What follows belongs to an exercise in optimizing a design on an open flow for small area, a short achievable clock period and few clock cycles; a production flow would make more cautious choices. In this exercise RTL edits were held to simulation tests only and were not proved equivalent to the original. Power and IR drop assume default switching activity.

==> flow/design.v (excerpt) <==
module ulz_comp #(
    parameter W = 8
) (
    input  wire        clk,
    input  wire        rst,         
    input  wire        start,       
    input  wire [15:0] in_len,      
    input  wire [15:0] out_cap,     
    output wire        ready,
    output reg         done,        
    output reg         ok,          
    output reg  [15:0] result,      
    output reg         in_re,
    output reg  [15:0] in_addr,
    input  wire [7:0]  in_rdata,
    output reg         out_we,
    output reg  [15:0] out_waddr,
    output reg  [7:0]  out_wdata,
    output reg         out_re,
    output reg  [15:0] out_raddr,
    input  wire [7:0]  out_rdata
);
    localparam S_IDLE   = 5'd0;
    localparam S_HDR    = 5'd1;    
    localparam S_INIT   = 5'd2;    
    localparam S_STEP   = 5'd3;    
    localparam S_SKIP   = 5'd4;    
    localparam S_FB_RD  = 5'd5;    
    localparam S_FB_CMP = 5'd6;
    localparam S_FB_X1  = 5'd7;    
    localparam S_FB_X2  = 5'd8;    
    localparam S_FB_X3  = 5'd9;    
    localparam S_FB_CND = 5'd10;
    localparam S_END    = 5'd11;   
    localparam S_END2   = 5'd12;   
    localparam S_FLUSH  = 5'd13;   
    localparam S_MV     = 5'd14;   
    localparam S_OK     = 5'd15;
    localparam S_FAIL   = 5'd16;
    localparam S_FB_G   = 5'd17;   
    localparam S_FB_U   = 5'd18;   
    reg [4:0]  state;
    reg [15:0] n;
    reg [15:0] cap;
    reg [15:0] leb_v;
    reg [16:0] tau;                 
    reg [15:0] c;                   
    reg [15:0] ls;                  
    reg [2:0]  off;                 
    reg [16:0] rem;                 
    reg [16:0] rc;                  
    reg [16:0] tc;                  
  ...
For scale: ~54,000 um^2 of cells after synthesis.
export LEC_CHECK = 0
export CAP_MARGIN = 20
export CORE_MARGIN = 2
export CORE_UTILIZATION = 45
export SETUP_SLACK_MARGIN = 4
export SLEW_MARGIN = 20
create_clock -name core_clock -period 10.0 [get_ports {clk}]
run.sh (not shown) runs the stock make flow with config.mk's settings and CLKGATE_MAP_FILE= SYNTH_SCRIPT=/design/flow/synth_recipe.tcl, a recipe that flattens the netlist after the stock synthesis.
Testbench counts at the start, summed over its fixed seeds: cycles 2,658,608.
Rerun with:
--- a/flow/design.v
+++ b/flow/design.v
@@ -234,23 +234,28 @@
     wire gtz  = cl0 ? gt3 : cl1 ? gt6 : cl2 ? gt11 : gt19;
     wire upd_cam = (state == S_STEP) && any && (kq >= 16'd2) && gtz;
     wire [15:0] fb_d = c - fbp[15:0];
     wire [20:0] g_fb = {1'b0, fcg} - {16'd0, fz};
     wire upd_fb = (state == S_FB_U) && (fbk >= 16'd2) && fgt;
     wire        match = ex3 ? bg_gt3 : bg_nz;
     wire [15:0] adv = match ? bl : 16'd1;
     wire [15:0] c_nx = c + adv;
     assign      off_nx3 = match ? tmb : tcm1;
     wire        end_nx = match ? em_q : (rc == 17'd1);
     wire        skip_nx = match && skip_q;
-    wire [16:0] tc_nx = tc - (dec_go ? {1'b0, adv} : 17'd0) + {16'd0, push};
+    wire [16:0] tc_m  = tc - {1'b0, bl};
+    wire [16:0] tc_m1 = tc - {1'b0, bl} + 17'd1;
+    wire [16:0] tc_p1 = tc + 17'd1;
+    wire [16:0] tc_l  = tc - 17'd1;
+    wire [16:0] tc_nx = dec_go ? (match ? (push ? tc_m1 : tc_m) : (push ? tc : tc_l))
+                               : (push ? tc_p1 : tc);
     wire        dec = (state == S_STEP) && !any && (!fb_need || fb_done);
     wire        dec_go = dec && (match ? !tk_v : !lb_v);
     assign      minit = dec_go && !end_nx && !skip_nx && (q != 2'd0);
     wire running = (state >= S_INIT) && (state <= S_FLUSH);
     wire lit_w  = running && lb_v;
     wire fl_thr = (state == S_FLUSH) ? (cnt != 6'd0) : (cnt >= 6'd8);
     wire fl_w   = running && !lb_v && fl_thr;
     wire hdr_w  = (state == S_HDR);
     wire nospace = (space == 17'd0);
     wire wfail  = (lit_w || fl_w || hdr_w) && nospace;
     reg [15:0] zv;
Result: The new run finished with timing, DRC and antenna clean. Fmax falls by 0.98%. Clock-buffer cell count rises by 5. Sequential share of layout area falls by 0.31 points. Design area rises by 0.87%. Power falls by 0.83%. Non-clock buffer count falls by 5. Worst setup slack gets worse by 57 ps.
Testbench counts after the change, summed over its fixed seeds: cycles 2,658,608.

what the ideal ports hide:
The flow's constraints put no driver on any port. The routed layouts listed below were extracted and timed again, unchanged, in two steps. Step 1, drivers: a clkbuf_16 drives clk and a buf_2 each remaining input, both assumed. Step 2 adds t to the input delays and takes it off the output delays; t is the mean of the earliest and latest rising clock arrival at the registers after step 1. Input paths then give back, and output paths get back, about the clock's delay inside the block. Three values: no drivers, after step 1, after step 2; two values: the first two.
| run | shift t [ns] | setup slack, ns | worst hold slack (ns) | worst setup path at the end | worst slew at a driven data input, ns |
|---|---|---|---|---|---|
| the first run | 0.747 | 4.187 / 4.105 / 4.105 | 0.382 / 0.382 / 0.382 | input to register | 0.08 |
| the second run | 0.761 | 4.130 / 4.056 / 4.215 | 0.390 / 0.390 / 0.390 | register to register | 0.06 |
After both steps setup and hold are still met in every run listed. For the first run, which loses most, drivers alone change the setup slack by -0.082 ns; drivers and shift together by -0.082 ns.
